What follows belongs to an exercise in optimizing a design on an open flow for small area, a short achievable clock period and few clock cycles per item; a production flow would make more cautious choices.
The RTL was checked by simulation tests, not by an equivalence proof against the original design.

==> module dc25_mixer, before the edit <==
module dc25_mixer (
    input  wire         clk,
    input  wire         rst,
    input  wire         start,
    input  wire [255:0] y,        
    input  wire [255:0] level,    
    input  wire [15:0]  route,    
    input  wire [31:0]  in_l,
    input  wire [31:0]  in_r,
    input  wire [31:0]  mix,
    output reg          done,
    output wire [31:0]  out_l,
    output wire [31:0]  out_r,
    output wire         nonfin
);
    localparam [31:0] ONE = 32'h3f800000;
    localparam [2:0] S_IDLE = 3'd0,
                     S_T    = 3'd1,    
                     S_LINE = 3'd2,    
                     S_PR   = 3'd3,    
                     S_QL   = 3'd4,    
                     S_QR   = 3'd5;    
    localparam G_T  = 0,    
               G_L  = 1,    
               G_R  = 2,    
               G_C  = 3,    
               G_PL = 4,    
               G_PR = 5,    
               G_QL = 6,    
               G_QR = 7;    
    reg [2:0]  state;
    reg [7:0]  mask;       
    reg [37:0] ma, mb;     
    reg        mh;         
    reg [7:0]  op1;        
    reg [31:0] c_l, c_r;   
    reg [7:0]  op2;        
    reg [31:0] t;          
    reg [31:0] reg_l, reg_r;   
    reg [3:0]  k_l, k_r;
    reg        div_r;      
    wire [7:0] act;
    genvar g;
    generate
        for (g = 0; g < 8; g = g + 1) begin : g_act
            wire [31:0] lv = level[32*g +: 32];
            assign act[g] = !lv[31] && (lv[30:0] != 31'b0) &&
                            !((lv[30:23] == 8'hff) && (lv[22:0] != 23'b0));
        end
    endgenerate
    wire [7:0] avail = (state == S_IDLE) ? act : mask;
    wire [7:0] pick  = avail & ~(avail - 8'd1);
    wire       any   = (avail != 8'b0);
    reg [31:0] y_s, l_s;
    reg [1:0]  r_s;
    integer d;
    always @* begin
        y_s = 32'b0;
        l_s = 32'b0;
        r_s = 2'b0;
        for (d = 0; d < 8; d = d + 1) begin
            y_s = y_s | ({32{pick[d]}} & y[32*d +: 32]);
            l_s = l_s | ({32{pick[d]}} & level[32*d +: 32]);
            r_s = r_s | ({2{pick[d]}} & route[2*d +: 2]);
        end
    end
    wire [7:0] line_op = (r_s == 2'd1) ? (8'd1 << G_R) :
                         (r_s == 2'd2) ? (8'd1 << G_C) : (8'd1 << G_L);
    wire [31:0] div_a = div_r ? reg_r : reg_l;
    wire [3:0]  div_k = div_r ? k_r : k_l;
    wire [31:0] wet;
    fp_divk u_div (.a(div_a), .k(div_k), .y(wet));
    reg  [31:0] a_s, b_s;
    always @* begin
        case (state)
            S_IDLE, S_T: begin a_s = y_s;  b_s = l_s; end
            S_LINE:      begin a_s = any ? y_s : in_l; b_s = any ? l_s : t; end
            S_PR:        begin a_s = in_r; b_s = t;   end
            default:     begin a_s = (div_k != 4'd0) ? wet : 32'b0; b_s = mix; end
        endcase
    end
    wire [37:0] ua, ub;
    fp_unpack u_ua (.a(a_s), .u(ua));
    fp_unpack u_ub (.a(b_s), .u(ub));
    wire [31:0] prod;
    fp_mul u_mul (.ua(ma), .ub(mb), .half(mh), .y(prod));
    wire [31:0] sum_l, sum_r;
    fp_add u_addl (.a(reg_l), .b(c_l), .y(sum_l));
    fp_add u_addr (.a(reg_r), .b(c_r), .y(sum_r));
    assign out_l  = reg_l;
    assign out_r  = reg_r;
    assign nonfin = (reg_l[30:23] == 8'hff) || (reg_r[30:23] == 8'hff);
    always @(posedge clk) begin
        c_l <= prod;
        c_r <= prod;
        if (op2[G_T]) begin
            t     <= sum_l;
            reg_l <= 32'b0;
        end
        if (op2[G_L] || op2[G_C]) begin
            reg_l <= sum_l;
            k_l   <= k_l + 4'd1;
        end
        if (op2[G_R] || op2[G_C]) begin
            reg_r <= sum_r;
            k_r   <= k_r + 4'd1;
        end
        if (op2[G_PL])
            reg_l <= c_l;
        if (op2[G_PR])
            reg_r <= c_r;
        if (op2[G_QL])
            reg_l <= sum_l;
        if (op2[G_QR])
            reg_r <= sum_r;
        case (state)
            S_IDLE: if (start) begin
                ma    <= ua;
                mb    <= ub;
                mh    <= (r_s == 2'd2);
                mask  <= act & ~pick;
                t     <= mix;
                c_l   <= {~mix[31], mix[30:0]};
                reg_l <= ONE;
                reg_r <= 32'b0;
                k_l   <= 4'd0;
                k_r   <= 4'd0;
            end
            S_T, S_LINE: begin
                if (any) begin
                    ma   <= ua;
                    mb   <= ub;
                    mh   <= (r_s == 2'd2);
                    mask <= mask & ~pick;
                end else if (state == S_LINE) begin
                    ma <= ua;
                    mb <= ub;
                    mh <= 1'b0;
                end
            end
            S_PR, S_QL, S_QR: begin
                ma <= ua;
                mb <= ub;
            end
            default: ;
        endcase
        if (rst) begin
            state <= S_IDLE;
            div_r <= 1'b0;
            op1   <= 8'b0;
            op2   <= 8'b0;
            done  <= 1'b0;
        end else begin
            op2  <= op1;
            done <= op2[G_QR];
            op1  <= 8'b0;
            case (state)
                S_IDLE: if (start) begin
                    op1   <= any ? line_op : 8'b0;
                    op2   <= 8'd1 << G_T;
                    state <= S_T;
                end
                S_T: begin
                    if (any)
                        op1 <= line_op;
                    state <= S_LINE;
                end
                S_LINE: begin
                    if (any)
                        op1 <= line_op;
                    else begin
                        op1   <= 8'd1 << G_PL;
                        state <= S_PR;
                    end
                end
                S_PR: begin
                    op1   <= 8'd1 << G_PR;
                    state <= S_QL;
                end
                S_QL: begin
                    op1   <= 8'd1 << G_QL;
                    state <= S_QR;
                    div_r <= 1'b1;
                end
                S_QR: begin
                    op1   <= 8'd1 << G_QR;
                    state <= S_IDLE;
                    div_r <= 1'b0;
                end
                default: state <= S_IDLE;
            endcase
        end
    end
endmodule
==> flow/config.mk <==
export PLATFORM = sky130hd
export DESIGN_NAME = dc25_mixer
export DESIGN_NICKNAME = dc25_mixer
export VERILOG_FILES = /design/flow/design.v
export SDC_FILE = /design/flow/constraint.sdc
export NUM_CORES = 4
export LEC_CHECK = 0
export ABC_AREA = 1
export CAP_MARGIN = 20
export CORE_MARGIN = 2
export CORE_UTILIZATION = 40
export SLEW_MARGIN = 20
==> flow/constraint.sdc <==
create_clock -name core_clock -period 24.0 [get_ports {clk}]
set_input_delay 4.8000 -clock core_clock [delete_from_list [all_inputs] [get_ports {clk}]]
set_output_delay 4.8000 -clock core_clock [all_outputs]
set_load 0.01 [all_outputs]
run.sh (not shown) runs the stock make flow with config.mk's settings and CLKGATE_MAP_FILE= SYNTH_SCRIPT=/design/flow/synth_recipe.tcl, a recipe that flattens the netlist after the stock synthesis.
Testbench counts at the start, summed over its fixed seeds: cycles 108,090, frames 8,000.
Edit:
--- a/flow/design.v
+++ b/flow/design.v
@@ -336,5 +336,4 @@
     reg [31:0] reg_l, reg_r;   
     reg [3:0]  k_l, k_r;
-    reg        div_r;      
     wire [7:0] act;
     genvar g;
@@ -364,4 +363,5 @@
     wire [7:0] line_op = (r_s == 2'd1) ? (8'd1 << G_R) :
                          (r_s == 2'd2) ? (8'd1 << G_C) : (8'd1 << G_L);
+    wire        div_r = (state == S_QR);
     wire [31:0] div_a = div_r ? reg_r : reg_l;
     wire [3:0]  div_k = div_r ? k_r : k_l;
@@ -444,5 +444,4 @@
         if (rst) begin
             state <= S_IDLE;
-            div_r <= 1'b0;
             op1   <= 8'b0;
             op2   <= 8'b0;
@@ -478,10 +477,8 @@
                     op1   <= 8'd1 << G_QL;
                     state <= S_QR;
-                    div_r <= 1'b1;
                 end
                 S_QR: begin
                     op1   <= 8'd1 << G_QR;
                     state <= S_IDLE;
-                    div_r <= 1'b0;
                 end
                 default: state <= S_IDLE;
Result: Wire length went down by 3.8%; synthesized cell count drops by 0.61%; first-iteration DRC count went up by 5.3%; worst setup slack gets worse by 0.85 ns; area after synthesis is lower by 2.9%.
Testbench counts after the change, summed over its fixed seeds: cycles 108,090, frames 8,000.

==> static timing again, ports no longer ideal <==
No port has a modelled driver above. Below, the same layouts with a new extraction and two added sets of constraints.
Step 1: set_driving_cell puts a clkbuf_16 on clk and a buf_2 on each other input, an assumption about the parent block.
Step 2 times the ports against the registers' clock, not the clock port: input delays grow and output delays shrink by t, the midpoint of the rising clock arrivals with the driver on.
Three values: no drivers, after step 1, after step 2; two values: the first two.
run	shift t [ns]	slack for setup (ns)	worst register clock-pin slew, ns
the first run	0.700	10.717 / 10.794 / 10.094	0.09 / 0.09
the second run	0.639	9.868 / 9.917 / 9.277	0.08 / 0.08
After both steps every run listed still meets setup and hold. The setup slack of the first run, which loses most, moves by +0.077 ns with the drivers and by -0.623 ns with both steps.
